This design comes from an exercise in tuning for small area, a short achievable clock period and few clock cycles on the open sky130 flow, not from production work.
Function was checked by simulation only, so behaviour that the tests miss may differ from the original.
Power and IR drop assume default switching activity.

==> flow/design.v <==
module syncchan (
    input             clk,
    input             rst,           
    input      [8:0]  prog_len,      
    input      [63:0] sprite,        
    output     [7:0]  prog_addr,
    input      [15:0] prog_data,
    input             rel_valid,     
    input      [7:0]  rel_data,
    output reg        held,          
    output reg        tx_valid,      
    output reg [7:0]  tx_data,
    output reg        io_rd,
    output reg        io_wr,
    output     [15:0] io_addr,
    output     [7:0]  io_wdata,
    input      [7:0]  io_rdata,
    output reg        draw_valid,
    output reg [1:0]  draw_op,       
    output reg [8:0]  draw_x,
    output reg [7:0]  draw_y,
    output            done,
    output            fault,
    output     [1:0]  fault_cause,   
    output     [15:0] fault_info     
);
    localparam [7:0]  PX_RESET = 8'd128, PY_RESET = 8'd96, WPOS_RESET = 8'd0;
    localparam [7:0] OP_WAIT = 8'h01, OP_EMITC = 8'h02, OP_EMITHI = 8'h03, OP_EMITH = 8'h04,
                     OP_KSAMP = 8'h05, OP_JSAMP = 8'h06, OP_MSAMP = 8'h07, OP_PSTEP = 8'h08,
                     OP_RENDER = 8'h09, OP_PBTN = 8'h0A, OP_PSCR = 8'h0B, OP_JMP = 8'h0C;
    localparam [1:0] S_FETCH = 2'd0, S_EXEC = 2'd1, S_DONE = 2'd2, S_FAULT = 2'd3;
    localparam [1:0] F_ILLEGAL = 2'd1, F_UNWRITTEN = 2'd2, F_BADTARGET = 2'd3;
    reg [1:0]  state;
    reg [8:0]  na;           
    reg [15:0] ir;           
    reg        ir_fault;     
    reg [1:0]  ir_fcause;
    reg        ir_wait;      
    reg        ir_jmp;       
    reg        ir_prep;      
    reg [2:0]  step;
    reg        rel;          
    reg [7:0]  jw_tag;
    reg        jw_v;
    reg        io_kb, io_joy;    
    reg        rpass;        
    reg [2:0]  rj;           
    reg [7:0]  rem;          
    reg        ax;           
    reg        rrun;         
    reg [3:0]  nj1;          
    reg [4:0] kf [0:7];      
    reg [7:0] joy;
    reg [7:0] mx, my, mb, pmx, pmy, pmb;
    reg [7:0] ppx, ppy, pwpos;
    reg       kf_v, joy_v, m_v, pm_v, pp_v;
    reg [7:0] px, py, wpos;
    reg [3:0] sdx, sdy;
    reg       sfar;
    wire [3:0] op  = ir[11:8];
    wire [7:0] arg = ir[7:0];
    wire exec = (state == S_EXEC);
    wire run  = exec && !ir_fault;
    wire is_wait   = (op == 4'h1);
    wire is_emitc  = (op == 4'h2);
    wire is_emithi = (op == 4'h3);
    wire is_emith  = (op == 4'h4);
    wire is_ksamp  = (op == 4'h5);
    wire is_jsamp  = (op == 4'h6);
    wire is_msamp  = (op == 4'h7);
    wire is_pstep  = (op == 4'h8);
    wire is_render = (op == 4'h9);
    wire is_pbtn   = (op == 4'hA);
    wire is_pscr   = (op == 4'hB);
    function [7:0] hexchar(input [3:0] n);
        case (n)
            4'hA: hexchar = 8'h41;
            4'hB: hexchar = 8'h42;
            4'hC: hexchar = 8'h43;
            4'hD: hexchar = 8'h44;
            4'hE: hexchar = 8'h45;
            4'hF: hexchar = 8'h46;
            default: hexchar = {4'h3, n};
        endcase
    endfunction
    wire [7:0] dx = mx - pmx;
    wire [7:0] dy = my - pmy;
    wire [3:0] dwn = mb[7:4] - pmb[7:4];
    wire [7:0] dw = {{4{dwn[3]}}, dwn};
    reg [7:0] xr;
    always @(*) begin
        case (arg[4:0])
            5'h00, 5'h01, 5'h02, 5'h03, 5'h04, 5'h05, 5'h06, 5'h07:
                   xr = {3'b111, kf[arg[2:0]]};
            5'h08: xr = joy;
            5'h09: xr = mx;
            5'h0A: xr = my;
            5'h0B: xr = mb;
            5'h0C: xr = pmx;
            5'h0D: xr = pmy;
            5'h0E: xr = pmb;
            5'h0F: xr = dx;
            5'h10: xr = dy;
            5'h11: xr = dw;
            5'h12: xr = px;
            5'h13: xr = py;
            5'h14: xr = ppx;
            5'h15: xr = ppy;
            5'h16: xr = wpos;
            5'h17: xr = pwpos;
            default: xr = 8'h00;
        endcase
    end
    wire [8:0] x1 = {1'b0, px} + {dx[7], dx};
    wire signed [9:0] y1 = $signed({2'b00, py}) + $signed({{2{dy[7]}}, dy});
    wire signed [9:0] w1 = $signed({2'b00, wpos}) + $signed({{6{dwn[3]}}, dwn});
    wire [7:0] px_next = x1[7:0];
    wire       y_hi = (y1 > 10'sd191);
    wire       y_lo = (y1 < 10'sd0);
    wire [7:0] py_next = y_hi ? 8'd1 : y_lo ? 8'd192 : y1[7:0];
    wire [7:0] wpos_next = (w1 < 10'sd0)   ? 8'd0 :
                           (w1 > 10'sd191) ? 8'd191 : w1[7:0];
    wire dx_small = (dx[7:3] == 5'b00000) || (dx[7:3] == 5'b11111 && dx[2:0] != 3'd0);
    wire dy_small = (dy[7:3] == 5'b00000) || (dy[7:3] == 5'b11111 && dy[2:0] != 3'd0);
    wire x_wrap = x1[8];
    wire [3:0] sdx_next = 4'd0 - dx[3:0];
    wire [3:0] sdy_next = 4'd0 - dy[3:0];
    wire       sfar_next = !dx_small || !dy_small || x_wrap || y_hi || y_lo;
    wire go = rel | (rel_valid & (rel_data != 8'h00));
    assign prog_addr = na[7:0];
    assign done  = (state == S_DONE);
    assign fault = (state == S_FAULT);
    assign fault_cause = ir_fcause;
    assign fault_info  = ir;
    assign io_addr  = {io_kb ? ~(8'd1 << step) : 8'h00,
                       ~io_joy, ~io_joy, io_kb, 3'b111, ~io_wr, ~io_kb};
    assign io_wdata = {6'd0, io_wr && (step[2] || step[1]), io_wr && !step[1]};
    reg [7:0] fname;
    always @(*) begin
        case (op)
            4'h4: begin
                case (arg[4:0])
                    5'h0F: fname = m_v ? 8'h0C : 8'h09;
                    5'h10: fname = m_v ? 8'h0D : 8'h0A;
                    5'h11: fname = m_v ? 8'h0E : 8'h0B;
                    default: fname = arg;
                endcase
            end
            4'h8:    fname = m_v ? 8'h0C : 8'h09;
            4'h9:    fname = 8'h14;
            4'hA:    fname = 8'h0B;
            4'hB:    fname = 8'h17;
            default: fname = arg;
        endcase
    end
    wire [2:0] c0;                    
    wire [7:0] rem_rest;
    wire       rlast_row = (rem_rest == 8'h00);
    reg cmd_last;
    always @(*) begin
        if (ir_wait)
            cmd_last = go;
        else case (op)
            4'h3, 4'h4:    cmd_last = step[0] && !ir_prep;
            4'h5:          cmd_last = (step == 3'd7);
            4'h7:          cmd_last = (step == 3'd5);
            4'h9:          cmd_last = ax;
            default:       cmd_last = 1'b1;
        endcase
    end
    wire wr_kf   = run && is_ksamp;
    wire wr_joy  = run && is_jsamp;
    wire ms      = run && is_msamp;
    wire wr_pm   = ms && step == 3'd0;
    wire wr_mx   = ms && step == 3'd1;
    wire wr_my   = ms && step == 3'd3;
    wire wr_mb   = ms && step == 3'd5;
    wire wr_ps   = run && is_pstep;
    wire kf_vn  = kf_v  || (wr_kf && step == 3'd7);
    wire joy_vn = joy_v || wr_joy;
    wire m_vn   = m_v   || wr_mb;
    wire pm_vn  = wr_pm ? m_v : pm_v;
    wire pp_vn  = pp_v  || wr_ps;
    wire [7:0] fop  = prog_data[15:8];
    wire [7:0] farg = prog_data[7:0];
    reg       f_illegal, f_unw;
    always @(*) begin
        f_illegal = 1'b0; f_unw = 1'b0;
        case (fop)
            OP_WAIT, OP_KSAMP, OP_JSAMP, OP_MSAMP:
                f_illegal = (farg != 8'h00);
            OP_EMITC, OP_EMITHI, OP_JMP: ;
            OP_EMITH: begin
                f_illegal = (farg > 8'h17);
                case (farg[4:0])
                    5'h00, 5'h01, 5'h02, 5'h03, 5'h04, 5'h05, 5'h06, 5'h07: f_unw = !kf_vn;
                    5'h08: f_unw = !joy_vn;
                    5'h09, 5'h0A, 5'h0B: f_unw = !m_vn;
                    5'h0C, 5'h0D, 5'h0E: f_unw = !pm_vn;
                    5'h0F, 5'h10, 5'h11: f_unw = !m_vn || !pm_vn;
                    5'h14, 5'h15, 5'h17: f_unw = !pp_vn;
                    default: ;
                endcase
            end
            OP_PSTEP: begin
                f_illegal = (farg != 8'h00); f_unw = !m_vn || !pm_vn;
            end
            OP_RENDER: begin f_illegal = (farg != 8'h00); f_unw = !pp_vn; end
            OP_PSCR:   begin f_illegal = (farg != 8'h00); f_unw = !pp_vn; end
            OP_PBTN:   begin f_illegal = (farg > 8'h03);  f_unw = !m_vn; end
            default: f_illegal = 1'b1;
        endcase
    end
    wire f_badtgt = (fop == OP_JMP) && ({1'b0, farg} >= prog_len);
    wire [7:0] joy_f   = wr_joy ? io_rdata : joy;
    wire [3:0] fast_hi = farg[3] ? joy_f[7:4] : {3'b111, kf[farg[2:0]][4]};
    wire       f_slow  = (farg[4:0] > 5'h08) || (wr_kf && farg[4:0] == 5'h07);
    wire [7:0] f_tx    = (fop == OP_EMITC)  ? farg :
                         (fop == OP_EMITHI) ? hexchar(farg[7:4]) : hexchar(fast_hi);
    wire [3:0] esdx = sdx;
    wire [3:0] esdy = sdy;
    wire       efar = sfar;
    wire       in_render = rrun;
    wire       lp = in_render && (rpass ^ (rj == 3'd7));
    wire [2:0] lj = in_render ? rj + 3'd1 : 3'd0;
    function [7:0] srow(input [2:0] j);    
        integer c;
        for (c = 0; c < 8; c = c + 1)
            srow[c] = sprite[{j, 3'd7 - c[2:0]}];
    endfunction
    wire [7:0] arow = srow(lj);
    wire [3:0] nj4 = in_render ? nj1 : esdy;     
    wire [7:0] nrow = srow(nj4[2:0]);
    wire [15:0] nrow_ext = esdx[3] ? {nrow, 8'h00} : {8'h00, nrow};
    wire [15:0] nsh_w = nrow_ext >> esdx[2:0];
    wire [7:0]  nsh = (efar || nj4[3]) ? 8'h00 : nsh_w[7:0];
    wire [7:0]  lmask = lp ? arow : (arow & ~nsh);
    reg [2:0] c0r;
    integer k;
    always @(*) begin
        c0r = 3'd0;
        for (k = 7; k >= 0; k = k - 1)
            if (rem[k]) c0r = k[2:0];
    end
    assign c0 = c0r;
    assign rem_rest = rem & ~(8'd1 << c0);
    wire [7:0] rax = rpass ? px : ppx;
    wire [7:0] ray = rpass ? py : ppy;
    wire fetch = (state == S_FETCH) || (run && cmd_last);
    wire at_end = (na == prog_len);
    wire fetch_go = fetch && !at_end;
    wire rfetch = fetch_go && (prog_data == 16'h0900);    
    wire fuse = jw_v && (fop == OP_JMP) && (farg == jw_tag);
    wire more = run && !cmd_last;             
    wire rel_n = (run && ir_wait && go) ? 1'b0 : rel_valid ? (rel_data != 8'h00) : rel;
    wire [7:0] mb_n    = wr_mb ? io_rdata : mb;
    wire [7:0] pwpos_n = wr_ps ? wpos : pwpos;
    wire [7:0] wpos_n  = wr_ps ? wpos_next : wpos;
    always @(posedge clk) begin
        if (rst) begin
            state <= S_FETCH;
            na    <= 9'd0;
            rel   <= 1'b0;
            jw_v  <= 1'b0;
            rrun  <= 1'b0;
            tx_valid <= 1'b0; io_rd <= 1'b0; io_wr <= 1'b0; draw_valid <= 1'b0; held <= 1'b0;
            kf_v <= 1'b0; joy_v <= 1'b0; m_v <= 1'b0; pm_v <= 1'b0; pp_v <= 1'b0;
            px <= PX_RESET; py <= PY_RESET; wpos <= WPOS_RESET;
        end else begin
            if (run && ir_wait && go)
                rel <= 1'b0;                         
            else if (rel_valid)
                rel <= (rel_data != 8'h00);
            if (exec && ir_fault)
                state <= S_FAULT;
            else if (fetch) begin
                if (at_end)
                    state <= S_DONE;
                else
                    state <= S_EXEC;
                na    <= fuse ? {1'b0, farg} + 9'd1 :
                         (fop == OP_JMP) ? {1'b0, farg} : na + 9'd1;
            end
            if (fetch && exec && ir_jmp)
                jw_v <= (prog_data == 16'h0100);
            if (fetch)
                rrun <= rfetch && !f_unw;
            if (exec && ir_fault && ir_fcause != F_ILLEGAL)
                ir <= {8'h00, fname};
            kf_v <= kf_vn; joy_v <= joy_vn; m_v <= m_vn; pm_v <= pm_vn; pp_v <= pp_vn;
            if (wr_ps) begin
                px <= px_next; py <= py_next; wpos <= wpos_next;
            end
        end
        if (wr_kf) kf[step] <= io_rdata[4:0];
        if (wr_joy) joy <= io_rdata;
        if (wr_pm) begin pmx <= mx; pmy <= my; pmb <= mb; end
        if (wr_mx) mx <= io_rdata;
        if (wr_my) my <= ~io_rdata;
        if (wr_mb) mb <= io_rdata;
        if (wr_ps) begin
            ppx <= px; ppy <= py; pwpos <= wpos;
        end
        if (run && ir_prep)
            ir_prep <= 1'b0;
        tx_data <= hexchar(ir_prep ? xr[7:4] : is_emithi ? arg[3:0] : xr[3:0]);
        if (run && !ir_prep)
            step <= step + 3'd1;
        if (fetch) begin
            rpass <= 1'b0; rj <= 3'd0; rem <= lmask; nj1 <= esdy + 4'd1;
            ax <= 1'b0;
        end else if (in_render && !ax) begin
            if (rlast_row) begin
                if (rpass && rj == 3'd7)
                    ax <= 1'b1;
                else begin
                    rpass <= lp; rj <= lj; rem <= lmask; nj1 <= nj4 + 4'd1;
                end
            end else
                rem <= rem_rest;
        end
        if (fetch && exec && ir_jmp)
            jw_tag <= arg;
        if (fetch && fop == OP_PSTEP) begin
            sdx <= sdx_next; sdy <= sdy_next; sfar <= sfar_next;
        end
        if (fetch) begin
            ir        <= prog_data;
            step      <= 3'd0;
            ir_fault  <= f_illegal || f_unw || f_badtgt;
            ir_fcause <= f_illegal ? F_ILLEGAL : f_badtgt ? F_BADTARGET : F_UNWRITTEN;
            ir_wait   <= fuse || (prog_data == 16'h0100);
            ir_jmp    <= !fuse && (fop == OP_JMP);
            ir_prep   <= (fop == OP_EMITH) && f_slow;
            tx_data   <= f_tx;
        end
        if (fetch) begin
            draw_op <= {1'b1, fop[0]};
            draw_x  <= (fop[0] == 1'b0) ? {7'd0, farg[1:0]} : {1'b0, pwpos_n};
            draw_y  <= (fop[0] == 1'b0) ? {7'd0, mb_n[farg[1:0]]} : wpos_n;
            io_kb   <= (fop == OP_KSAMP);
            io_joy  <= (fop == OP_JSAMP);
        end else begin
            draw_op <= {1'b0, rpass};
            draw_x  <= {1'b0, rax} + {6'd0, c0};
            draw_y  <= ray + {5'd0, rj};
        end
        if (!rst) begin
            if (fetch) begin
                tx_valid   <= !at_end && (fop == OP_EMITC || fop == OP_EMITHI ||
                              (fop == OP_EMITH && farg[7:5] == 3'd0 && !f_slow && !f_unw));
                io_rd      <= !at_end && (fop == OP_KSAMP || fop == OP_JSAMP) && farg == 8'h00;
                io_wr      <= !at_end && fop == OP_MSAMP && farg == 8'h00;
                draw_valid <= !at_end && ((fop == OP_PBTN && farg[7:2] == 6'd0 && m_vn) ||
                                          (fop == OP_PSCR && farg == 8'h00 && pp_vn));
                held       <= !at_end && (prog_data == 16'h0100 || fuse) && !rel_n;
            end else begin
                tx_valid   <= more && (is_emithi || is_emith);
                io_rd      <= more && (is_ksamp || (is_msamp && !step[0]));
                io_wr      <= more && is_msamp && step[0];
                draw_valid <= more && is_render && (rem != 8'h00);
                held       <= more && ir_wait;
            end
        end
    end
endmodule
==> flow/flow/run.sh <==
#!/bin/bash
set -euo pipefail
sed 's/SETUP_SLACK_MARGIN=5/SETUP_SLACK_MARGIN=6.3 "BUFFER_PORTS_ARGS=-buffer_cell sky130_fd_sc_hd__buf_1"/' standard.sh > standard_m.sh
bash standard_m.sh > standard.log 2>&1
==> flow/standard.sh <==
#!/bin/bash
# synth_recipe.tcl (not shown) runs the flow's synth.tcl, then flattens the netlist and writes it again
# the make line also repeats each setting of config.mk as NAME=value (left out here)
make -C /OpenROAD-flow-scripts/flow DESIGN_CONFIG=/design/flow/config.mk WORK_HOME=/design/flow/orfs CLKGATE_MAP_FILE= SYNTH_SCRIPT=/design/flow/synth_recipe.tcl "${@:-finish}"
==> flow/config.mk <==
export PLATFORM = sky130hd
export DESIGN_NAME = syncchan
export DESIGN_NICKNAME = syncchan
export VERILOG_FILES = /design/flow/design.v
export SDC_FILE = /design/flow/constraint.sdc
export NUM_CORES = 4
export LEC_CHECK = 0
export CAP_MARGIN = 20
export CORE_MARGIN = 2
export CORE_UTILIZATION = 40
export SETUP_SLACK_MARGIN = 5
export SLEW_MARGIN = 20
==> flow/constraint.sdc <==
create_clock -name core_clock -period 10.0 [get_ports {clk}]
set_input_delay 2.0000 -clock core_clock [delete_from_list [all_inputs] [get_ports {clk}]]
set_output_delay 2.0000 -clock core_clock [all_outputs]
set_load 0.01 [all_outputs]
==> results of run 1 <==
==> registers in the layout, summed over array words and instances, names as in the netlist, 9 cells and up, named ones only <==
register  count
draw_x        9
ir           16
kf           40
na            9
==> power breakdown <==
group / switching [W] / total, W / internal, W / leakage [nW]
Clock: 0.000463 / 0.00119 / 0.000726 / 0.521
Sequential: 0.0000699 / 0.00126 / 0.00119 / 2.29
Combinational: 0.000368 / 0.000628 / 0.000259 / 5.02
Total: 0.000901 / 0.00307 / 0.00217 / 7.83
==> metrics by stage <==
step	cells	cell area, sq um
3_5_place_dp	2402	18000
5_1_grt	2548	20900
6_report	2548	20900
2_1_floorplan	1765	17100
3_3_place_gp	2402	18000
4_1_cts	2503	20000
==> cell families (layout without fill, tap and decap cells) <==
kind of cell / Yosys count / after routing / share of synthesized area [%]
buffers and inverters: 216 / 459 / 5.57
muxes: 125 / 126 / 10.1
AOI/OAI and AO/OA: 424 / 424 / 16.8
other: 2 / 9 / 0.0444
and+or+nand+nor: 576 / 576 / 17.2
adders and majority gates: 85 / 85 / 6.63
DFF: 259 / 259 / 40.0
xor gates and xnor gates: 71 / 71 / 3.68
==> layer usage <==
metal  vias up  part of all wire [%]
met5         -                 0.022
met4         2                   2.5
met3        95                   7.9
met2       691                    45
met1      7406                    44
li1       6959                     -
==> worst max-delay path: stages <==
cell,delay (ns)
buf_1,0.07
or4_4,0.54
o21ai_4,0.18
nand2_2,0.07
mux2_4,0.28
a21oi_4,0.16
buf_12,0.18
buf_12,0.13
inv_12,0.04
nor2_4,0.20
nor2_1,0.07
a32o_1,0.20
==> final timing paths <==
check / depth (start not counted) / startpoint / endpoint / slack (ns)
max reg2reg: 17 / my[0] / py[2] / 6.27
max: 12 / rel_data[2] / rem[1] / 6.19
min reg2reg: 0 / mb[0] / pmb[0] / 0.49
min: 0 / mb[0] / pmb[0] / 0.49
==> synth_stat cells (9+ instances only) <==
master	count	share of area (%)
edfxtp_1	157	28
nand2_1	144	3.2
nor2_1	130	2.9
a21oi_1	111	3.3
inv_1	103	2.3
dfxtp_1	102	12
o21ai_0	98	2.9
ha_1	76	5.6
mux2i_1	65	3.9
clkbuf_1	64	1.4
nand3_1	63	1.9
xnor2_1	41	2.1
nor3_1	40	1.2
mux4_2	32	4.3
nor2b_1	31	1.1
xor2_1	30	1.6
and3_1	23	0.85
mux2_2	22	1.5
nand2b_1	22	0.81
and2_1	20	0.74
a21o_1	19	0.84
buf_4	19	0.84
nand4_1	18	0.67
buf_2	17	0.50
nor4_1	17	0.63
a31oi_1	16	0.59
a22oi_1	15	0.67
a211oi_1	13	0.58
a32oi_1	12	0.62
a22o_1	11	0.57
nor3b_1	11	0.49
or3_1	11	0.41
a32o_1	9	0.53
and3b_1	9	0.47
o21a_1	9	0.40
o21ai_1	9	0.27
o22ai_1	9	0.33
==> area by class of cell <==
class / instances / area, sq um / area share, %
Clock inverter: 19 / 269 / 1.29
Timing Repair inverter: 2 / 25.0 / 0.120
Multi-Input combinational cell: 1291 / 10000 / 48.0
Inverter: 108 / 430 / 2.06
Sequential cell: 259 / 6770 / 32.5
Clock buffer: 35 / 800 / 3.83
Tap cell: 539 / 674 / 3.23
Timing Repair Buffer: 295 / 1870 / 8.96
==> timing repair <==
action	CTS	global route
buffers inserted	40	39
gates resized for setup	114	97
cloned	7	6
pin swaps	30	39
setup endpoints to repair	147	112
==> flow_summary_export.csv, run 1 <==
group,metric,value,unit
layout,drive_above_1_share,19.2,%
routing,vias,15153,
layout,layout_common_cells,"buf_1, edfxtp_1, nand2_1, nor2_1, dfxtp_1",
placement,post-place-ws,4.65,ns
clock_tree,clk-insertion-delay-late,0.59,ns
logic_synthesis,ys.flop_type,"edfxtp_1",
global_routing,grt_use_met1,36.8,%
global_routing,gr-total-overflow,0,
setup_path,path_class,"in2reg",
sta,fin_skew,0.0284,ns
setup_path,critPathLaunchType,"input pin",
logic_synthesis,synth_edf_count,157,
setup_path,critical_path_required,10.32,ns
clock_tree,numCtsBuffers,29,
layout,nets,2178,
routing,dr.pass1.iters,6,
sta,setup_tns,0,ns
logic_synthesis,syn_area_per_cell,9.61,sq um
clock_tree,h-tree-depth,1,
die,rows,75,
global_routing,first_global_vias,14075,
die,dieWidth,210,microns
sta,slew_violations,0,
routing,post_drt_via_cell_ratio,5.95,
layout,diodes,0,
setup_path,worst-path-max-fanout,7,
clock_tree,clk_path_buf_depth,3,
routing,wire_per_inst,23.0,microns
global_routing,gr-usage-all-layers,25.4,%
global_routing,use_met2,40.7,%
min_path,hold_class,"reg2reg",
sta,worst_pin_slew,1.03,ns
power_and_ir_drop,cellPowerDensity,147,nW/um^2
clock_tree,cts.sinks,259,
sta,min_period_over_period,38.1,%
die,start_util,40.4,%
power_and_ir_drop,p_leak,7.83,nW
placement,portBuffers,182,
run,cap_viol_max_count,0,
sta,post-route-min-period,3.81,ns
placement,dp_hpwl,40.8,mm
routing,wirelength,58.5,mm
sta,setup_slack,6.19,ns
routing,drc,0,
logic_synthesis,ys_ff_latch,259,
layout,area_growth,23.4,%
clock_tree,cts_tree,"yes",
die,die_y,210,microns
logic_synthesis,yosysUniqueCellTypes,99,
power_and_ir_drop,p_total,0.00307,W
logic_synthesis,synth_seq_area_share,40.0,%
global_routing,use_met3,3.25,%
sta,rsz0062_at_grt,"yes",
sta,finalHoldViolations,0,
die,ioPinCount,192,
global_routing,top_usage_layer,"met2",
logic_synthesis,ys_warn_count,1,
setup_path,cp.arrival,4.13,ns
status,status,"timing/DRC/antenna clean",
global_routing,grt_max_degree,47,
routing,drt-initial-drc-count,1643,
global_routing,antenna_found_initial,1,
power_and_ir_drop,vdd_drop_max,0.164,mV
sta,whs,0.490,ns
placement,globalplace.congestion,0.930,
setup_path,crit_path_end_kind,"flop",
sta,setup_violations,0,
clock_tree,cts-root-buf,"clkbuf_16",
layout,final_common_cell,"buf_1",
logic_synthesis,syn_area,16900,sq um
logic_synthesis,async_flop_share,0,%
sta,fmax,263,MHz
layout,final_util,49.8,%
layout,nFillCells,3884,
routing,postRouteAntennaNets,0,
die,dieArea,43900,sq um
logic_synthesis,syn-instance-count,1758,
sta,maxSlewHeadroom,31.2,%
clock_tree,clkTransAtPathRegs,0.06,ns
clock_tree,cts_hold_buffers,0,
global_routing,grt_pass1_wl,86.1,mm
die,core_area,41900,sq um
Testbench counts, summed over its fixed seeds: cycles 11,506.
==> run 2: changes to the inputs <==
--- a/flow/design.v
+++ b/flow/design.v
@@ -44,2 +44,3 @@
     reg        jw_v;
+    reg [7:0]  io_hi;        
     reg        io_kb, io_joy;    
@@ -134,4 +135,3 @@
     assign fault_info  = ir;
-    assign io_addr  = {io_kb ? ~(8'd1 << step) : 8'h00,
-                       ~io_joy, ~io_joy, io_kb, 3'b111, ~io_wr, ~io_kb};
+    assign io_addr  = {io_hi, ~io_joy, ~io_joy, io_kb, 3'b111, ~io_wr, ~io_kb};
     assign io_wdata = {6'd0, io_wr && (step[2] || step[1]), io_wr && !step[1]};
@@ -340,2 +340,3 @@
             draw_y  <= (fop[0] == 1'b0) ? {7'd0, mb_n[farg[1:0]]} : wpos_n;
+            io_hi   <= (fop == OP_KSAMP) ? 8'hFE : 8'h00;
             io_kb   <= (fop == OP_KSAMP);
@@ -346,2 +347,3 @@
             draw_y  <= ray + {5'd0, rj};
+            io_hi   <= {io_hi[6:0], io_hi[7]};     
         end
--- a/flow/config.mk
+++ b/flow/config.mk
@@ -7,2 +7,3 @@
 export LEC_CHECK = 0
+export ABC_AREA = 1
 export CAP_MARGIN = 20
@@ -10,2 +11,4 @@
 export CORE_UTILIZATION = 40
+export CTS_CLUSTER_DIAMETER = 100
+export CTS_CLUSTER_SIZE = 20
 export SETUP_SLACK_MARGIN = 5
==> run 2 against run 1 <==
Net effect: clock power is 41% lower; first-iteration DRC count is 1.2% lower; register-to-register slack better by 0.24 ns; utilization is 5.2 points lower; sequential share of layout area is 3.6 points higher; synthesized cell count is 33% higher; fmax is 5.2% higher; final cell count is 21% higher; combinational power is 6.8% higher.
==> flow_summary_export.csv, run 2 <==
group,metric,value,unit
clock_tree,cts.sinks,267,
clock_tree,clk-insertion-delay-late,0.54,ns
routing,vias,16372,
die,die_y,212,microns
routing,drc,0,
layout,regMostFlops,"kf",
die,start_util,40.4,%
logic_synthesis,ys.flop_type,"edfxtp_1",
power_and_ir_drop,vdd_drop_max,0.131,mV
die,ioPinCount,192,
logic_synthesis,synth_most_common_cell,"nand2_1",
setup_path,critPathLaunchType,"flop",
logic_synthesis,synth_edf_count,157,
layout,multiInputGateArea,9040,sq um
sta,fmax,276,MHz
power_and_ir_drop,cellPowerDensity,142,nW/um^2
layout,final_util,44.6,%
global_routing,grt_pass1_wl,85.3,mm
sta,setup_tns,0,ns
global_routing,gr-total-overflow,0,
die,core_area,43000,sq um
status,status,"timing/DRC/antenna clean",
clock_tree,h-tree-depth,1,
setup_path,worst-path-max-fanout,9,
logic_synthesis,syn-instance-count,2345,
routing,wire_per_inst,18.3,microns
power_and_ir_drop,p_total,0.00271,W
placement,dp_hpwl,43.4,mm
sta,min_period_over_period,36.2,%
clock_tree,clkTransAtPathRegs,0.09,ns
sta,setup_violations,0,
die,rows,76,
run,cap_viol_max_count,0,
setup_path,worstPathCellList,"inv_1 -> a21oi_1 -> buf_1",
routing,postRouteAntennaNets,0,
sta,post-route-min-period,3.62,ns
setup_path,slowest_stage,"dfxtp_1",
setup_path,path_class,"reg2out",
clock_tree,cts_hold_buffers,0,
global_routing,grt_max_degree,50,
logic_synthesis,async_flop_share,0,%
die,dieArea,45100,sq um
layout,largest_reg_flops,40,
logic_synthesis,syn_area_per_cell,7.40,sq um
setup_path,crit_path_end_kind,"output pin",
setup_path,cp.arrival,1.62,ns
layout,layout_common_cells,"nand2_1, inv_1, nor2_1, nand3_1, buf_1",
min_path,hp-start,"io_hi[7]",
global_routing,first_global_vias,15332,
logic_synthesis,yosys-top-cells-area,"edfxtp_1, nand2_1, dfxtp_1, nand3_1, inv_1",
sta,maxSlewHeadroom,28.6,%
clock_tree,clk_path_buf_depth,3,
routing,wirelength,56.4,mm
layout,final_common_cell,"nand2_1",
logic_synthesis,netlist_top_cells_count,"nand2_1, inv_1, nor2_1",
clock_tree,cts-root-buf,"clkbuf_16",
logic_synthesis,ys_warn_count,1,
min_path,whs_path_depth,2,
sta,finalHoldViolations,0,
logic_synthesis,synth_top_area_share,27.2,%
min_path,hold_class,"reg2reg",
layout,area_growth,10.4,%
placement,portBuffers,182,
routing,post_drt_via_cell_ratio,5.32,
sta,rsz0062_at_grt,"yes",
layout,drive_above_1_share,5.98,%
setup_path,crit_path_start,"step[1]",
power_and_ir_drop,p_leak,8.15,nW
clock_tree,cts_tree,"yes",
clock_tree,numCtsBuffers,17,
logic_synthesis,syn_area,17400,sq um
layout,nFillCells,4412,
setup_path,timing.rr.start,"my[0]",
layout,regArea,6920,sq um
setup_path,r2r_setup_slack,6.51,ns
routing,drt-initial-drc-count,1624,
logic_synthesis,synth_top_area_cell,"edfxtp_1",
global_routing,antenna_found_initial,0,
die,dieWidth,212,microns
setup_path,r2r-end,"py[0]",
sta,slew_violations,0,
logic_synthesis,synth_seq_area_share,39.9,%
min_path,hold_end,"io_hi[0]",
setup_path,cpPeakStageDelay,0.52,ns
sta,worst_pin_slew,1.07,ns
layout,reg_top3,"kf: 40 flops, ir: 16 flops",
placement,globalplace.congestion,0.931,
routing,dr.pass1.iters,5,
global_routing,gr-usage-all-layers,24.4,%
layout,diodes,0,
layout,nets,2674,
logic_synthesis,ys_ff_latch,267,
sta,fin_skew,0.0362,ns
logic_synthesis,yosysUniqueCellTypes,66,
setup_path,critical_path_required,8.00,ns
setup_path,r2r.worst_path.cells,20,
==> run 2: cell count changes after synthesis, moves of 27 or more <==
cell and delta:
o21ai_0 +54, mux2i_1 -62, inv_1 +168, nand3_1 +141
clkbuf_1 -27, nand2_1 +478, nor2b_1 -31, mux4_2 -32
nor2_1 +86
==> run 2: timing repair <==
item,in CTS,in global routing
gates resized for setup,18,35
cloned,0,2
setup buffers,4,8
setup endpoints to repair,78,97
pin swaps,1,6
==> run 2: cell type report <==
cell class,instances,area share (%)
flip-flops and latches,267,36.1
clock buffers,26,2.40
multi-input cells,1707,47.2
inverters,289,5.77
clock inverters,3,0.131
repair buffers,201,4.60
well taps,585,3.82
==> run 2: logic make-up after synthesis <==
logic type	synth area share (%)
DFF	39.9
buffers and inverters	9.03
adders and majority gates	6.33
and+or+nand+nor	29.5
AOI/OAI and AO/OA	12.0
other	0.0433
muxes	0.173
xor gates and xnor gates	3.09
==> run 2: critical path: cells and delay by family, from the launching register on <==
family / cells / cell delay [ns]
flops: 1 / 0.52
buf+inv: 2 / 0.37
compound gates: 1 / 0.19
==> run 2: stage by stage <==
step | hold slack [ns] | instances | cell area (sq um) | worst slack [ns]
after global placement | 0.431 | 3035 | 18400 | 5.25
after CTS | 0.445 | 3068 | 19000 | 6.32
after detailed placement | 0.431 | 3035 | 18400 | 5.23
final | 0.439 | 3078 | 19200 | 6.38
after floorplan | 0.425 | 2352 | 17400 | 6.32
after global routing | 0.460 | 3078 | 19200 | 6.24
==> run 2: worst max path at each step <==
stage	endpoint	slack, ns	depth (start not counted)
detailed placement	flop	5.23	11
CTS	fault_info[4]	6.32	1
floorplan	ir_fault	6.32	12
global placement	flop	5.25	11
global route	held	6.24	10
finish	io_wdata[1]	6.38	3
==> run 2: power by group <==
part	switching (W)	internal, W
Combinational	0.000461	0.000210
Sequential	0.0000865	0.00125
Clock	0.000384	0.000324
==> run 2: metal layers <==
metal / wire length [microns] / up-vias / track usage (%)
met5: 55 / - / 1.00
met4: 1490 / 2 / 6.92
met3: 3500 / 92 / 3.38
met2: 26500 / 572 / 41.0
met1: 24800 / 7672 / 32.7
li1: - / 8034 / -
Testbench counts of run 2, summed over its fixed seeds: cycles 11,506.
==> run 3: changes to the inputs <==
==> flow/flow/run.sh (replaced) <==
#!/bin/bash
set -euo pipefail
sed 's/SETUP_SLACK_MARGIN=5/SETUP_SLACK_MARGIN=6.4 "BUFFER_PORTS_ARGS=-buffer_cell sky130_fd_sc_hd__buf_1"/' standard.sh > standard_m.sh
bash standard_m.sh > standard.log 2>&1
==> run 3 against run 2 <==
Net effect: still clean; clock power is 5.9% higher; sequential power hardly changed; clock skew is 0.0086 ns lower; sequential share of layout area is 0.47 points lower; sequential cell count stayed put; design area is 1.3% higher; count of clock-buffer cells in the layout is 1 higher; worst hold slack worse by 0.0046 ns; area after synthesis stayed put; final cell count is 0.19% higher; register-to-register slack better by 0.03 ns; largest cell class unchanged.
==> flow_summary_export.csv, run 3 <==
group,metric,value,unit
setup_path,slowest_stage,"or2_2",
power_and_ir_drop,switchingPower,0.000963,W
clock_tree,cts-root-buf,"clkbuf_16",
layout,largest_reg_flops,40,
global_routing,gr-usage-all-layers,24.5,%
setup_path,critical_path_required,10.29,ns
power_and_ir_drop,p_clk_share,27.0,%
layout,drive_above_1_share,7.08,%
sta,rsz0062_at_grt,"yes",
placement,dp_hpwl,43.6,mm
routing,dr.pass1.iters,5,
die,ioPinCount,192,
layout,regMostFlops,"kf",
layout,reg_top3,"kf: 40 flops, ir: 16 flops",
placement,post-place-ws,5.32,ns
clock_tree,cts.sinks,267,
status,status,"timing/DRC/antenna clean",
sta,post-route-min-period,3.54,ns
sta,setup_tns,0,ns
layout,diodes,0,
logic_synthesis,netlist_top_cells_count,"nand2_1, inv_1, nor2_1",
sta,whs,0.435,ns
logic_synthesis,async_flop_share,0,%
layout,nFillCells,4390,
run,cap_viol_max_count,0,
global_routing,grt_max_degree,50,
global_routing,first_global_vias,15311,
min_path,hold_class,"reg2reg",
power_and_ir_drop,cellPowerDensity,143,nW/um^2
sta,worst_pin_slew,1.05,ns
clock_tree,clkTransAtPathRegs,0.09,ns
sta,finalHoldViolations,0,
die,core_area,43000,sq um
die,start_util,40.4,%
clock_tree,numCtsBuffers,18,
power_and_ir_drop,vdd_drop_max,0.142,mV
logic_synthesis,syn_area_per_cell,7.40,sq um
routing,postRouteAntennaNets,0,
die,die_y,212,microns
layout,nets,2678,
die,dieWidth,212,microns
setup_path,worstPathCellList,"clkbuf_4 -> clkinvlp_4 -> ha_1 -> nor2_2 -> inv_1 -> nand3_1 -> o21ai_0 -> nand2_1 -> nand3_1 -> a21boi_1 -> nand3_1 -> or2_2",
sta,setup_violations,0,
layout,final_util,45.2,%
setup_path,crit_family,"simple AND/OR/NAND/NOR gates",
routing,drc,0,
power_and_ir_drop,sw_frac_of_total,34.7,%
power_and_ir_drop,p_total,0.00278,W
setup_path,cpPeakStageDelay,0.35,ns
logic_synthesis,yosys-top-cells-area,"edfxtp_1, nand2_1, dfxtp_1, nand3_1, inv_1",
logic_synthesis,ys_ff_latch,267,
logic_synthesis,synth_top_area_share,27.2,%
routing,drt-initial-drc-count,1504,
setup_path,cp_num_buf_inv,3,
die,dieArea,45100,sq um
logic_synthesis,synth_edf_count,157,
setup_path,crit_top_cell,"nand3_1",
clock_tree,cts_tree,"yes",
routing,wire_per_inst,18.6,microns
logic_synthesis,ys.flop_type,"edfxtp_1",
global_routing,gr-total-overflow,0,
sta,min_period_over_period,35.4,%
routing,vias,16475,
setup_path,cp.arrival,3.84,ns
setup_path,crit_path_end_kind,"flop",
setup_path,critPathLaunchType,"input pin",
layout,layout_common_cells,"nand2_1, inv_1, nor2_1, nand3_1, buf_1",
layout,final_common_cell,"nand2_1",
layout,area_growth,11.9,%
setup_path,path_class,"in2reg",
setup_path,worst-path-max-fanout,10,
sta,maxSlewHeadroom,29.7,%
global_routing,grt_pass1_wl,85.5,mm
logic_synthesis,synth_seq_area_share,39.9,%
power_and_ir_drop,share_comb_of_total_power,24.9,%
sta,fin_skew,0.0276,ns
logic_synthesis,syn-instance-count,2345,
routing,wirelength,57.5,mm
clock_tree,clk_path_buf_depth,3,
die,rows,76,
power_and_ir_drop,p_int,0.00181,W
clock_tree,h-tree-depth,1,
placement,portBuffers,182,
logic_synthesis,synth_top_area_cell,"edfxtp_1",
routing,post_drt_via_cell_ratio,5.34,
sta,fmax,282,MHz
sta,setup_slack,6.46,ns
sta,slew_violations,0,
logic_synthesis,ys_warn_count,1,
power_and_ir_drop,p_leak,8.24,nW
clock_tree,clk-insertion-delay-late,0.55,ns
power_and_ir_drop,p_seq_share,48.0,%
logic_synthesis,yosysUniqueCellTypes,66,
placement,globalplace.congestion,0.934,
logic_synthesis,syn_area,17400,sq um
global_routing,antenna_found_initial,0,
logic_synthesis,synth_most_common_cell,"nand2_1",
-- run 3: per-stage QoR --
stage / std cells / instance area [sq um]
global placement: 3034 / 18400
global route: 3084 / 19400
floorplan: 2352 / 17400
detailed placement: 3034 / 18400
CTS: 3070 / 19000
finish: 3084 / 19400
-- run 3: tightest hold or removal path, stage by stage (launching register included) --
cell     delay [ns]
dfxtp_1        0.32
inv_1          0.05
nor2_1         0.04
-- run 3: final timing paths --
check / start / endpoint / cells past startpoint / slack, ns
setup / recovery: prog_data[1] / ir_fault / 12 / 6.46
hold / removal: io_hi[7] / io_hi[0] / 2 / 0.43
setup reg to reg: rj[0] / rem[2] / 9 / 6.54
hold reg to reg: io_hi[7] / io_hi[0] / 2 / 0.43
-- run 3: final cells by class --
| type | instances | area [sq um] | share of cell area (%) |
|---|---|---|---|
| multi-input combinational | 1707 | 9160 | 47.2 |
| clock buffer | 27 | 484 | 2.49 |
| sequential | 267 | 6920 | 35.6 |
| inverter | 289 | 1110 | 5.72 |
| clock inverter | 5 | 58.8 | 0.303 |
| timing repair buffer | 204 | 956 | 4.92 |
| tap | 585 | 732 | 3.77 |
-- run 3: repair_timing --
| action | in CTS | in global routing |
|---|---|---|
| buffers inserted | 4 | 9 |
| endpoints found under the hold margin | 0 | 0 |
| hold buffers | 0 | 0 |
| resized for setup | 21 | 61 |
| cloned | 0 | 4 |
| setup endpoints to repair | 77 | 102 |
| pin swaps | 2 | 8 |
-- run 3: layer usage --
| layer | wire, microns | GRT usage (%) |
|---|---|---|
| met1 | 24800 | 32.5 |
| met2 | 26900 | 41.2 |
| met3 | 3890 | 3.68 |
| met4 | 1880 | 7.55 |
| met5 | 0 | 0 |
-- run 3: logic make-up (layout without fill, tap and decap cells) --
kind of cell / Yosys count / count (layout) / share of synthesized area [%]
and+or+nand+nor: 1188 / 1189 / 29.5
buffers and inverters: 379 / 525 / 9.03
AOI/OAI and AO/OA: 364 / 364 / 12.0
DFF: 267 / 267 / 39.9
adders and majority gates: 83 / 83 / 6.33
xor gates and xnor gates: 59 / 59 / 3.09
muxes: 3 / 3 / 0.173
other: 2 / 9 / 0.0433
-- run 3: power groups by stage --
stage / clock, W / sequential, W / combinational, W
after detailed placement: 0 / 0.00136 / 0.000634
after floorplan: 0 / 0.00133 / 0.000441
final: 0.000750 / 0.00133 / 0.000693
after CTS: 0.000767 / 0.00133 / 0.000654
after global placement: 0 / 0.00136 / 0.000628
after global routing: 0.000805 / 0.00134 / 0.000765
==> run 4: changes to the inputs <==
==> flow/flow/run.sh (replaced) <==
#!/bin/bash
set -euo pipefail
sed 's/SETUP_SLACK_MARGIN=5/SETUP_SLACK_MARGIN=6.45 "BUFFER_PORTS_ARGS=-buffer_cell sky130_fd_sc_hd__buf_1"/' standard.sh > standard_m.sh
bash standard_m.sh > standard.log 2>&1
--- a/flow/config.mk
+++ b/flow/config.mk
@@ -11,4 +11,4 @@
 export CORE_UTILIZATION = 40
-export CTS_CLUSTER_DIAMETER = 100
-export CTS_CLUSTER_SIZE = 20
+export CTS_CLUSTER_DIAMETER = 120
+export CTS_CLUSTER_SIZE = 24
 export SETUP_SLACK_MARGIN = 5
==> run 4 against run 3 <==
Net effect: still clean; utilization increased by 0.15 points; combinational power about the same; clock skew increased by 0.015 ns; clock power decreased by 12%; routed wire length decreased by 1.2%; critical path type unchanged; critical endpoint is now held.
==> flow_summary_export.csv, run 4 <==
group,metric,value,unit
setup_path,timing.rr.start,"my[0]",
power_and_ir_drop,sw_frac_of_total,34.6,%
clock_tree,clkTransAtPathRegs,0.10,ns
setup_path,worst-path-max-fanout,13,
min_path,hold_class,"reg2reg",
layout,layout_common_cells,"nand2_1, inv_1, nor2_1, nand3_1, buf_1",
layout,area_growth,12.3,%
logic_synthesis,syn_area_per_cell,7.40,sq um
layout,largest_reg_flops,40,
power_and_ir_drop,p_leak,8.26,nW
power_and_ir_drop,p_seq_share,49.6,%
power_and_ir_drop,cellPowerDensity,138,nW/um^2
logic_synthesis,synth_most_common_cell,"nand2_1",
routing,vias,16488,
clock_tree,clk_path_buf_depth,3,
run,cap_viol_max_count,0,
logic_synthesis,yosysUniqueCellTypes,66,
logic_synthesis,ys_warn_count,1,
power_and_ir_drop,share_comb_of_total_power,25.8,%
setup_path,critPathLaunchType,"input pin",
routing,drc,0,
min_path,whs_path_depth,2,
power_and_ir_drop,switchingPower,0.000931,W
global_routing,gr-total-overflow,0,
sta,post-route-min-period,3.46,ns
clock_tree,cts_hold_buffers,0,
power_and_ir_drop,p_total,0.00269,W
routing,post_drt_via_cell_ratio,5.34,
sta,setup_violations,0,
clock_tree,cts.sinks,267,
routing,dr.pass1.iters,8,
placement,dp_hpwl,43.4,mm
min_path,hold_end,"io_hi[0]",
sta,fmax,289,MHz
status,status,"timing/DRC/antenna clean",
layout,regMostFlops,"kf",
logic_synthesis,async_flop_share,0,%
die,die_y,212,microns
clock_tree,cts-root-buf,"clkbuf_16",
placement,placed_area,18400,sq um
layout,drive_above_1_share,7.87,%
layout,final_area,19500,sq um
die,ioPinCount,192,
power_and_ir_drop,p_clk_share,24.7,%
routing,postRouteAntennaNets,0,
die,rows,76,
global_routing,first_global_vias,15457,
layout,layout.cells.non_filler,3089,
setup_path,crit_path_end_kind,"flop",
die,dieArea,45100,sq um
setup_path,cp.arrival,3.90,ns
setup_path,r2r.worst_path.cells,19,
setup_path,r2r-end,"py[0]",
routing,drt-initial-drc-count,1448,
layout,reg_top3,"kf: 40 flops, ir: 16 flops",
global_routing,antenna_found_initial,0,
min_path,hp-start,"io_hi[7]",
placement,globalplace.congestion,0.931,
clock_tree,numCtsBuffers,15,
logic_synthesis,synth_top_area_share,27.2,%
sta,fin_skew,0.0424,ns
layout,diodes,0,
routing,wire_per_inst,18.4,microns
layout,nets,2686,
logic_synthesis,syn_area,17400,sq um
sta,slew_violations,0,
power_and_ir_drop,p_int,0.00176,W
sta,min_period_over_period,34.6,%
power_and_ir_drop,vdd_drop_max,0.162,mV
logic_synthesis,synth_seq_area_share,39.9,%
sta,worst_pin_slew,1.07,ns
logic_synthesis,syn-instance-count,2345,
layout,final_common_cell,"nand2_1",
global_routing,grt_pass1_wl,85.8,mm
setup_path,critical_path_required,10.44,ns
sta,setup_tns,0,ns
setup_path,path_class,"in2reg",
setup_path,r2r_setup_slack,6.57,ns
logic_synthesis,ys.flop_type,"edfxtp_1",
sta,rsz0062_at_grt,"yes",
clock_tree,h-tree-depth,1,
placement,dp.cells,3034,
clock_tree,cts_tree,"yes",
logic_synthesis,ys_ff_latch,267,
routing,wirelength,56.8,mm
clock_tree,clk-insertion-delay-late,0.53,ns
global_routing,gr-usage-all-layers,24.6,%
sta,finalHoldViolations,0,
die,core_area,43000,sq um
die,start_util,40.4,%
logic_synthesis,yosys-top-cells-area,"edfxtp_1, nand2_1, dfxtp_1, nand3_1, inv_1",
die,dieWidth,212,microns
logic_synthesis,netlist_top_cells_count,"nand2_1, inv_1, nor2_1",
sta,maxSlewHeadroom,28.3,%
placement,portBuffers,182,
global_routing,grt_max_degree,42,
logic_synthesis,synth_top_area_cell,"edfxtp_1",
logic_synthesis,synth_edf_count,157,
## run 4: cell types whose count changed in the layout (fill, tap and decap cells not counted), sizes merged
cell and change:
clkbuf -10, clkinv +1, bufbuf +1, inv -3, clkinvlp +2, buf +13
nand2 +1
## run 4: layout make-up
class / instances / area [sq um]
clock buffers: 21 / 398
well taps: 585 / 732
multi-input cells: 1708 / 9230
flip-flops and latches: 267 / 6930
fillers: 4470 / 23500
repair buffers: 214 / 1040
inverters: 289 / 1120
clock inverters: 5 / 38.8
## run 4: worst max-delay path, stage by stage
cell and delay, ns:
buf_1 0.40, nor2_1 0.13, nor3_1 0.21, nand4_1 0.16
nor3_4 0.29, nand2_2 0.21, a21oi_1 0.27, nand3_1 0.10
a21oi_1 0.14
## run 4: layer usage
metal | up-vias | GRT usage, % | part of all wire, %
met2 | 590 | 41.3 | 46
met4 | 0 | 9.07 | 3.8
met1 | 7717 | 32.2 | 43
li1 | 8066 | - | -
met5 | - | 0 | 0
met3 | 115 | 3.56 | 6.4
## run 4: per-stage QoR
step | hold WS [ns] | utilization, % | setup slack [ns]
4_1_cts | 0.443 | 44.3 | 6.43
3_5_place_dp | 0.427 | 42.8 | 5.31
3_3_place_gp | 0.431 | 42.8 | 5.34
2_1_floorplan | 0.425 | - | 6.38
5_1_grt | 0.468 | 45.3 | 6.38
6_report | 0.434 | 45.3 | 6.54
## run 4: cell families (layout without fill, tap and decap cells)
family,after synthesis,count (layout),share of synthesized area (%)
AND/OR/NAND/NOR,1188,1190,29.5
buffers and inverters,379,529,9.03
AO/OA/AOI/OAI,364,364,12.0
flip-flops,267,267,39.9
adder cells (fa/ha/maj),83,83,6.33
XOR/XNOR,59,59,3.09
multiplexers,3,3,0.173
other,2,9,0.0433
## run 4: worst max path at each step
stage,from,to,slack [ns],depth (start not counted)
2_1_floorplan,prog_data[3],ir_fault,6.38,11
3_3_place_gp,rst,flop,5.34,11
3_5_place_dp,rel_data[1],flop,5.31,12
4_1_cts,rel_data[1],flop,6.43,12
5_1_grt,my[0],py[0],6.38,19
6_report,prog_data[5],held,6.54,9
## run 4: power groups by stage
stage / sequential (W) / clock, W / combinational (W)
6_report: 0.00133 / 0.000663 / 0.000693
5_1_grt: 0.00134 / 0.000721 / 0.000768
4_1_cts: 0.00133 / 0.000680 / 0.000671
3_5_place_dp: 0.00136 / 0 / 0.000636
3_3_place_gp: 0.00136 / 0 / 0.000628
2_1_floorplan: 0.00134 / 0 / 0.000442
## run 4: repair_timing
action,in CTS,in global routing
setup endpoints to repair,120,95
pin swaps,4,12
setup buffers,7,17
cloned,2,2
gates resized for setup,34,64
==> run 5: changes to the inputs <==
--- a/flow/config.mk
+++ b/flow/config.mk
@@ -10,5 +10,5 @@
 export CORE_MARGIN = 2
-export CORE_UTILIZATION = 40
-export CTS_CLUSTER_DIAMETER = 120
-export CTS_CLUSTER_SIZE = 24
+export CORE_UTILIZATION = 50
+export CTS_CLUSTER_DIAMETER = 100
+export CTS_CLUSTER_SIZE = 20
 export SETUP_SLACK_MARGIN = 5
==> run 5 against run 4 <==
Net effect: largest cell class unchanged; still clean on timing, DRC and antenna; largest power group unchanged; critical path type unchanged; sequential power is essentially flat; area after synthesis is the same; combinational power shrank 2%; critical endpoint is now ir_fault.
==> flow_summary_export.csv, run 5 <==
group,metric,value,unit
status,status,"timing/DRC/antenna clean",
global_routing,gr-usage-all-layers,29.8,%
power_and_ir_drop,cellPowerDensity,142,nW/um^2
sta,setup_violations,0,
clock_tree,numCtsBuffers,17,
sta,post-route-min-period,3.46,ns
routing,wire_per_inst,18.7,microns
clock_tree,clk_path_buf_depth,3,
setup_path,critical_path_required,10.28,ns
layout,reg_top3,"kf: 40 flops, ir: 16 flops",
global_routing,first_global_vias,15355,
logic_synthesis,synth_most_common_cell,"nand2_1",
logic_synthesis,ys.flop_type,"edfxtp_1",
die,rows,68,
layout,area_growth,10.6,%
setup_path,worst-path-max-fanout,8,
logic_synthesis,synth_top_area_share,27.2,%
die,dieArea,36200,sq um
logic_synthesis,syn-instance-count,2345,
placement,portBuffers,182,
logic_synthesis,synth_edf_count,157,
placement,dp_hpwl,41.8,mm
sta,fin_skew,0.0264,ns
routing,vias,16403,
routing,post_drt_via_cell_ratio,5.55,
placement,post-place-ws,5.07,ns
sta,rsz0062_at_grt,"yes",
setup_path,critPathLaunchType,"input pin",
logic_synthesis,ys_warn_count,1,
power_and_ir_drop,vdd_drop_max,0.146,mV
global_routing,antenna_found_initial,1,
clock_tree,clk-insertion-delay-late,0.53,ns
setup_path,slowest_stage,"or2_2",
sta,setup_tns,0,ns
layout,final_area,19200,sq um
setup_path,worstPathCellList,"buf_1 -> clkinvlp_4 -> nand2_1 -> nor3_2 -> nand2_1 -> a21oi_1 -> o21ai_0 -> inv_1 -> nand2_1 -> or2_2",
sta,worst_pin_slew,1.01,ns
sta,min_period_over_period,34.6,%
setup_path,crit_top_cell,"nand2_1",
routing,drt-initial-drc-count,1412,
setup_path,path_class,"in2reg",
layout,regMostFlops,"kf",
logic_synthesis,netlist_top_cells_count,"nand2_1, inv_1, nor2_1",
global_routing,grt_max_degree,42,
die,core_area,34400,sq um
logic_synthesis,ys_ff_latch,267,
routing,dr.pass1.iters,8,
clock_tree,cts_tree,"yes",
routing,postRouteAntennaNets,0,
die,start_util,50.5,%
logic_synthesis,yosysUniqueCellTypes,66,
sta,finalHoldViolations,0,
layout,nets,2682,
global_routing,gr-total-overflow,0,
setup_path,crit_path_end_kind,"flop",
logic_synthesis,yosys-top-cells-area,"edfxtp_1, nand2_1, dfxtp_1, nand3_1, inv_1",
setup_path,cpPeakStageDelay,0.27,ns
global_routing,grt_pass1_wl,84.5,mm
sta,slew_violations,0,
logic_synthesis,async_flop_share,0,%
setup_path,cp.arrival,3.75,ns
placement,globalplace.congestion,0.918,
placement,placed_area,18200,sq um
die,die_y,190,microns
clock_tree,clkTransAtPathRegs,0.09,ns
layout,drive_above_1_share,7.15,%
layout,largest_reg_flops,40,
die,dieWidth,190,microns
logic_synthesis,syn_area_per_cell,7.40,sq um
logic_synthesis,synth_seq_area_share,39.9,%
logic_synthesis,synth_top_area_cell,"edfxtp_1",
die,ioPinCount,192,
sta,maxSlewHeadroom,32.8,%
logic_synthesis,syn_area,17400,sq um
sta,fmax,289,MHz
routing,drc,0,
sta,setup_slack,6.54,ns
layout,layout_common_cells,"nand2_1, inv_1, nor2_1, nand3_1, buf_1",
layout,layout.cells.non_filler,2957,
placement,dp.cells,2904,
layout,diodes,0,
clock_tree,cts_hold_buffers,0,
sta,whs,0.433,ns
layout,final_common_cell,"nand2_1",
run,cap_viol_max_count,0,
min_path,hold_class,"reg2reg",
routing,wirelength,55.3,mm
power_and_ir_drop,p_leak,8.22,nW
clock_tree,cts.sinks,267,
clock_tree,h-tree-depth,1,
clock_tree,cts-root-buf,"clkbuf_16",
==> run 5: cell types whose count changed in the layout (fill, tap and decap cells not counted), sizes merged <==
cell	previous run	this run
clkinv	6	4
buf	210	205
clkinvlp	6	5
clkbuf	24	30
==> run 5: metal layers <==
metal  share of wire, %  routed length (microns)  GRT usage, %
met1                 45                    24700          40.3
met2                 48                    26400          51.7
met3                5.2                     2850          2.43
met4                2.5                     1400          7.63
met5                  0                        0             0
==> run 5: final timing paths <==
kind / startpoint / endpoint / slack, ns / cells after the start
setup / recovery: prog_data[5] / ir_fault / 6.54 / 10
hold / removal: io_hi[7] / io_hi[0] / 0.43 / 2
setup reg to reg: my[0] / sfar / 6.61 / 17
hold reg to reg: io_hi[7] / io_hi[0] / 0.43 / 2
==> run 5: logic make-up (layout without fill, tap and decap cells) <==
logic type,after synthesis,after routing,synth area share [%]
buffers and inverters,379,527,9.03
other,2,9,0.0433
adder cells (fa/ha/maj),83,83,6.33
multiplexers,3,3,0.173
AO/OA/AOI/OAI,364,364,12.0
AND/OR/NAND/NOR,1188,1190,29.5
XOR/XNOR,59,59,3.09
flip-flops,267,267,39.9
==> run 5: critical path, delay by kind of cell <==
family                 cells  cell delay (ns)
buffers and inverters      3             0.55
AND/OR/NAND/NOR            5             0.91
AO/OA/AOI/OAI              2             0.28
==> run 5: cell type report <==
class                      count  area (sq um)
fill                        3425         15200
multi-input combinational   1708          9160
sequential                   267          6920
inverter                     289          1120
timing repair buffer         208           936
tap                          455           569
clock buffer                  28           470
clock inverter                 2          25.0
==> run 5: metrics by stage <==
stage	total power, W	utilization (%)
after floorplan	0.00178	-
after global placement	0.00198	53.0
after detailed placement	0.00199	53.0
after CTS	0.00272	55.0
after global routing	0.00285	55.9
final	0.00272	55.9
==> run 5: power breakdown <==
part	switching [W]	leakage, nW	internal, W
registers	0.0000824	2.34	0.00125
logic	0.000464	5.64	0.000212
clock network	0.000383	0.237	0.000329
==> run 5: repair_timing <==
action                                  CTS  global route
pin swaps                                 4             6
endpoints found under the setup margin  131           105
gates resized for setup                  32            45
gates cloned                              2             1
setup buffers                             7            13
==> run 6: changes to the inputs <==
--- a/flow/config.mk
+++ b/flow/config.mk
@@ -10,5 +10,6 @@
 export CORE_MARGIN = 2
-export CORE_UTILIZATION = 50
+export CORE_UTILIZATION = 40
 export CTS_CLUSTER_DIAMETER = 100
 export CTS_CLUSTER_SIZE = 20
+export PLACE_DENSITY = 0.85
 export SETUP_SLACK_MARGIN = 5
==> run 6 against run 5 <==
Net effect: largest power group unchanged; sequential share of layout area decreased by 0.45 points; design area rose by 1.2%; still clean; critical path type unchanged; utilization decreased by 11 points; worst hold slack better by 0.0024 ns; highest routed layer unchanged; routed wire length down 2.3%; power is 0.17% higher.
==> flow_summary_export.csv, run 6 <==
group,metric,value,unit
status,status,"timing/DRC/antenna clean",
min_path,hold_class,"reg2reg",
logic_synthesis,netlist_top_cells_count,"nand2_1, inv_1, nor2_1",
clock_tree,cts.sinks,267,
sta,fin_skew,0.0149,ns
global_routing,first_global_vias,15391,
logic_synthesis,ys_ff_latch,267,
logic_synthesis,synth_seq_area_share,39.9,%
placement,placed_area,18400,sq um
clock_tree,numCtsBuffers,17,
logic_synthesis,yosys-top-cells-area,"edfxtp_1, nand2_1, dfxtp_1, nand3_1, inv_1",
sta,maxSlewHeadroom,24.7,%
sta,whs,0.435,ns
min_path,whs_path_depth,2,
sta,rsz0062_at_grt,"yes",
setup_path,path_depth,12,
die,dieWidth,212,microns
power_and_ir_drop,p_leak,8.27,nW
clock_tree,cts-root-buf,"clkbuf_16",
setup_path,critPathLaunchType,"input pin",
logic_synthesis,synth_most_common_cell,"nand2_1",
sta,worst_pin_slew,1.13,ns
setup_path,path_class,"in2reg",
global_routing,grt_max_degree,41,
routing,drt-initial-drc-count,2139,
setup_path,worst-path-max-fanout,10,
power_and_ir_drop,vdd_drop_max,0.142,mV
layout,regArea,6920,sq um
logic_synthesis,synth_top_area_share,27.2,%
routing,postRouteAntennaNets,0,
layout,multiInputGateArea,9210,sq um
global_routing,antenna_found_initial,1,
sta,min_period_over_period,35.1,%
logic_synthesis,yosysUniqueCellTypes,66,
setup_path,critical_path_required,10.27,ns
run,cap_viol_max_count,0,
clock_tree,clk_path_buf_depth,3,
setup_path,r2r.worst_path.cells,18,
layout,layout_common_cells,"nand2_1, inv_1, nor2_1, nand3_1, buf_1",
layout,reg_top3,"kf: 40 flops, ir: 16 flops",
sta,setup_violations,0,
sta,fmax,285,MHz
setup_path,crit_path_end_kind,"flop",
placement,dp_hpwl,39.8,mm
die,ioPinCount,192,
global_routing,gr-total-overflow,0,
clock_tree,h-tree-depth,1,
layout,final_common_cell,"nand2_1",
setup_path,slowest_stage,"or2_2",
layout,largest_reg_flops,40,
routing,dr.pass1.iters,6,
logic_synthesis,syn_area_per_cell,7.40,sq um
routing,wirelength,54.0,mm
setup_path,cp_num_buf_inv,3,
placement,portBuffers,182,
layout,final_area,19400,sq um
die,rows,76,
routing,drc,0,
setup_path,crit_family,"simple AND/OR/NAND/NOR gates",
global_routing,grt_pass1_wl,81.5,mm
sta,post-route-min-period,3.51,ns
routing,wire_per_inst,17.5,microns
setup_path,cpPeakStageDelay,0.32,ns
die,start_util,40.4,%
power_and_ir_drop,cellPowerDensity,140,nW/um^2
logic_synthesis,synth_top_area_cell,"edfxtp_1",
die,core_area,43000,sq um
layout,diodes,0,
layout,drive_above_1_share,7.27,%
logic_synthesis,ys_warn_count,1,
placement,globalplace.congestion,0.990,
sta,slew_violations,0,
layout,regMostFlops,"kf",
routing,vias,16958,
sta,finalHoldViolations,0,
logic_synthesis,synth_edf_count,157,
layout,area_growth,12.0,%
clock_tree,clkTransAtPathRegs,0.09,ns
clock_tree,clk-insertion-delay-late,0.51,ns
sta,setup_tns,0,ns
setup_path,crit_top_cell,"nand3_1",
logic_synthesis,async_flop_share,0,%
logic_synthesis,syn-instance-count,2345,
layout,nFillCells,4247,
power_and_ir_drop,p_total,0.00272,W
clock_tree,cts_tree,"yes",
layout,nets,2686,
logic_synthesis,syn_area,17400,sq um
logic_synthesis,ys.flop_type,"edfxtp_1",
die,die_y,212,microns
global_routing,gr-usage-all-layers,22.9,%
setup_path,worstPathCellList,"buf_4 -> clkinvlp_4 -> ha_1 -> nor2_2 -> inv_1 -> nand3_1 -> o21ai_0 -> nand2_1 -> nand3_1 -> a21boi_1 -> nand3_1 -> or2_2",
setup_path,cp.arrival,3.78,ns
die,dieArea,45100,sq um
routing,post_drt_via_cell_ratio,5.49,
run 6: cell counts after synthesis:
Identical to the previous run, type by type.
run 6: path summary, 6_finish.rpt:
| kind | from | to | slack, ns |
|---|---|---|---|
| worst max register to register | my[0] | py[0] | 6.58 |
| worst min register to register | io_hi[7] | io_hi[0] | 0.44 |
| worst max-delay path | prog_data[1] | ir_fault | 6.49 |
| worst min-delay path | io_hi[7] | io_hi[0] | 0.44 |
run 6: per-stage QoR:
stage / instances / utilization [%] / setup WS [ns]
after floorplan: 2352 / - / 6.38
after global placement: 3033 / 42.8 / 5.09
after detailed placement: 3033 / 42.8 / 4.99
after CTS: 3069 / 44.3 / 6.45
after global routing: 3090 / 45.2 / 6.36
final: 3090 / 45.2 / 6.49
run 6: kinds of logic after synthesis:
family          share of synthesized area (%)
compound gates                           12.0
xor+xnor                                 3.09
fa+ha+maj                                6.33
buf+inv                                  9.03
flops                                    39.9
mux                                     0.173
other cells                            0.0433
simple gates                             29.5
run 6: cell type report:
cell class              count  share of cell area (%)
clock buffers              28                    2.51
well taps                 585                    3.77
multi-input cells        1709                    47.4
flip-flops and latches    267                    35.6
clock inverters             1                  0.0451
repair buffers            211                    4.86
inverters                 289                    5.82
run 6: where the power goes:
part,total [W],switching [W],internal [W]
clock network,0.000715,0.000376,0.000339
registers,0.00134,0.0000904,0.00125
logic,0.000669,0.000460,0.000208
total,0.00272,0.000927,0.00180
run 6: metal layers:
| metal | global-route usage [%] | vias to the layer above | wire (microns) |
|---|---|---|---|
| met5 | 0 | - | 0 |
| met4 | 8.39 | 0 | 2130 |
| met3 | 3.84 | 144 | 5330 |
| met2 | 37.7 | 942 | 24400 |
| met1 | 30.2 | 7815 | 22100 |
| li1 | - | 8057 | - |
run 6: repair_timing:
item | in CTS | in global routing
resized for setup | 27 | 53
endpoints found under the setup margin | 116 | 69
pin swaps | 2 | 11
buffers inserted | 5 | 20
hold endpoints to repair | 0 | 0
hold buffers | 0 | 0
gates cloned | 2 | 1
run 6: worst reg2reg max path: stages (launching register included):
cell and delay (ns):
edfxtp_1 0.39, inv_1 0.10, ha_1 0.16, inv_1 0.07
fa_2 0.41, xnor2_2 0.27, inv_2 0.08, ha_4 0.24
a21oi_1 0.15, nand2_1 0.12, nand4_1 0.10, o211ai_1 0.16
a21oi_2 0.28, xnor2_4 0.16, inv_1 0.11, nand2_2 0.13
nand2_1 0.09, o21ai_0 0.24, inv_1 0.07
==> run 7: changes to the inputs <==
--- a/flow/config.mk
+++ b/flow/config.mk
@@ -13,3 +13,2 @@
 export CTS_CLUSTER_SIZE = 20
-export PLACE_DENSITY = 0.85
 export SETUP_SLACK_MARGIN = 5
==> run 7 against run 6 <==
Net effect: design area is 1.1% higher; worst hold slack better by 0.0057 ns; routed wire length is 5.6% higher; still clean on timing, DRC and antenna; sequential power hardly changed; global-route usage is 1.8 points higher; register-to-register slack hardly changed; clock power is 8.5% higher; fmax is 2.0% higher; worst setup slack better by 0.069 ns; sequential share of layout area is 0.36 points lower; synthesized cell count stayed put.
==> flow_summary_export.csv, run 7 <==
group,metric,value,unit
setup_path,crit_family,"simple AND/OR/NAND/NOR gates",
die,dieArea,45100,sq um
logic_synthesis,yosys-top-cells-area,"edfxtp_1, nand2_1, dfxtp_1, nand3_1, inv_1",
power_and_ir_drop,p_clk_share,27.7,%
layout,drive_above_1_share,8.16,%
power_and_ir_drop,p_seq_share,47.6,%
placement,post-place-ws,5.31,ns
die,rows,76,
setup_path,cp_num_buf_inv,1,
sta,fmax,290,MHz
clock_tree,clk_path_buf_depth,3,
sta,fin_skew,0.0182,ns
logic_synthesis,synth_edf_count,157,
logic_synthesis,ys.flop_type,"edfxtp_1",
routing,post_drt_via_cell_ratio,5.32,
sta,slew_violations,0,
die,die_y,212,microns
power_and_ir_drop,sw_frac_of_total,34.1,%
layout,layout_common_cells,"nand2_1, inv_1, nor2_1, nand3_1, buf_1",
logic_synthesis,syn-instance-count,2345,
logic_synthesis,syn_area_per_cell,7.40,sq um
logic_synthesis,yosysUniqueCellTypes,66,
clock_tree,cts.sinks,267,
placement,placed_area,18400,sq um
sta,setup_tns,0,ns
placement,globalplace.congestion,0.931,
power_and_ir_drop,vdd_drop_max,0.173,mV
clock_tree,numCtsBuffers,18,
power_and_ir_drop,p_total,0.00280,W
logic_synthesis,syn_area,17400,sq um
layout,largest_reg_flops,40,
routing,postRouteAntennaNets,0,
logic_synthesis,synth_top_area_share,27.2,%
power_and_ir_drop,share_comb_of_total_power,24.8,%
layout,diodes,0,
die,core_area,43000,sq um
setup_path,crit_top_cell,"a21oi_1",
clock_tree,clkTransAtPathRegs,0.09,ns
logic_synthesis,synth_seq_area_share,39.9,%
status,status,"timing/DRC/antenna clean",
die,dieWidth,212,microns
logic_synthesis,ys_ff_latch,267,
sta,setup_slack,6.56,ns
layout,reg_top3,"kf: 40 flops, ir: 16 flops",
die,ioPinCount,192,
setup_path,path_class,"in2reg",
clock_tree,cts-root-buf,"clkbuf_16",
logic_synthesis,ys_warn_count,1,
layout,final_common_cell,"nand2_1",
global_routing,first_global_vias,15500,
clock_tree,cts_hold_buffers,0,
routing,dr.pass1.iters,7,
setup_path,crit_path_end_kind,"flop",
sta,rsz0062_at_grt,"yes",
layout,layout.cells.non_filler,3098,
global_routing,gr-usage-all-layers,24.7,%
sta,post-route-min-period,3.44,ns
layout,area_growth,13.1,%
routing,wirelength,57.0,mm
routing,vias,16472,
placement,portBuffers,182,
layout,regMostFlops,"kf",
setup_path,cp.arrival,3.88,ns
global_routing,antenna_found_initial,0,
logic_synthesis,synth_most_common_cell,"nand2_1",
min_path,hold_class,"reg2reg",
power_and_ir_drop,p_leak,8.34,nW
power_and_ir_drop,switchingPower,0.000957,W
layout,nets,2692,
setup_path,critPathLaunchType,"input pin",
layout,nFillCells,4452,
==> run 7: cell families (layout without fill, tap and decap cells) <==
group           after synthesis  after routing  share of synthesized area [%]
other cells                   2              9                         0.0433
mux                           3              3                          0.173
buf+inv                     379            538                           9.03
compound gates              364            364                           12.0
simple gates               1188           1190                           29.5
flops                       267            267                           39.9
fa+ha+maj                    83             83                           6.33
xor+xnor                     59             59                           3.09
==> run 7: power by group through the flow <==
stage	sequential (W)	clock, W	combinational [W]
after detailed placement	0.00136	0	0.000636
final	0.00133	0.000776	0.000694
after floorplan	0.00134	0	0.000442
after global routing	0.00134	0.000826	0.000768
after CTS	0.00133	0.000790	0.000671
after global placement	0.00136	0	0.000628
==> run 7: tightest hold or removal path, delay by kind of cell, from the launching register on <==
family / cells / cell delay (ns)
buffers and inverters: 1 / 0.05
flip-flops: 1 / 0.33
AND/OR/NAND/NOR: 1 / 0.03
==> run 7: metrics by stage <==
stage	hold WS (ns)	util, %
after global placement	0.431	42.8
after CTS	0.442	44.6
after floorplan	0.425	-
after global routing	0.467	45.7
final	0.441	45.7
after detailed placement	0.427	42.8
==> run 7: final timing paths <==
path	start	end	slack (ns)	cells after the start
max	prog_data[5]	held	6.56	9
min	io_hi[7]	io_hi[0]	0.44	2
max reg2reg	my[3]	py[0]	6.59	18
min reg2reg	io_hi[7]	io_hi[0]	0.44	2
==> run 7: final cells by class <==
type	count	area, sq um	share of cell area (%)
inverter	289	1120	5.71
multi-input combinational	1708	9230	47.0
clock inverter	3	33.8	0.172
clock buffer	29	534	2.72
timing repair buffer	217	1060	5.42
sequential	267	6920	35.3
tap	585	732	3.73
==> run 7: routing by layer <==
metal | global-route usage, % | share of wire [%] | vias up
met4 | 9.26 | 4.0 | 0
met2 | 41.4 | 46 | 558
met3 | 3.22 | 6.2 | 121
met5 | 0 | 0 | -
met1 | 32.6 | 43 | 7717
li1 | - | - | 8076
==> run 7: repair_timing <==
action | 4_1_cts | 5_1_grt
resized for setup | 34 | 64
pin swaps | 4 | 12
endpoints found under the hold margin | 0 | 0
gates cloned | 2 | 2
endpoints found under the setup margin | 120 | 97
buffers inserted | 8 | 19

Re-timed with assumed drivers on the ports (clkbuf_16 on the clock, buf_2 on other inputs), run 7 has 6.501 ns of setup slack against 6.555 ns with ideal ports, and 6.023 ns once port delays also move by the mid clock arrival of 0.566 ns.
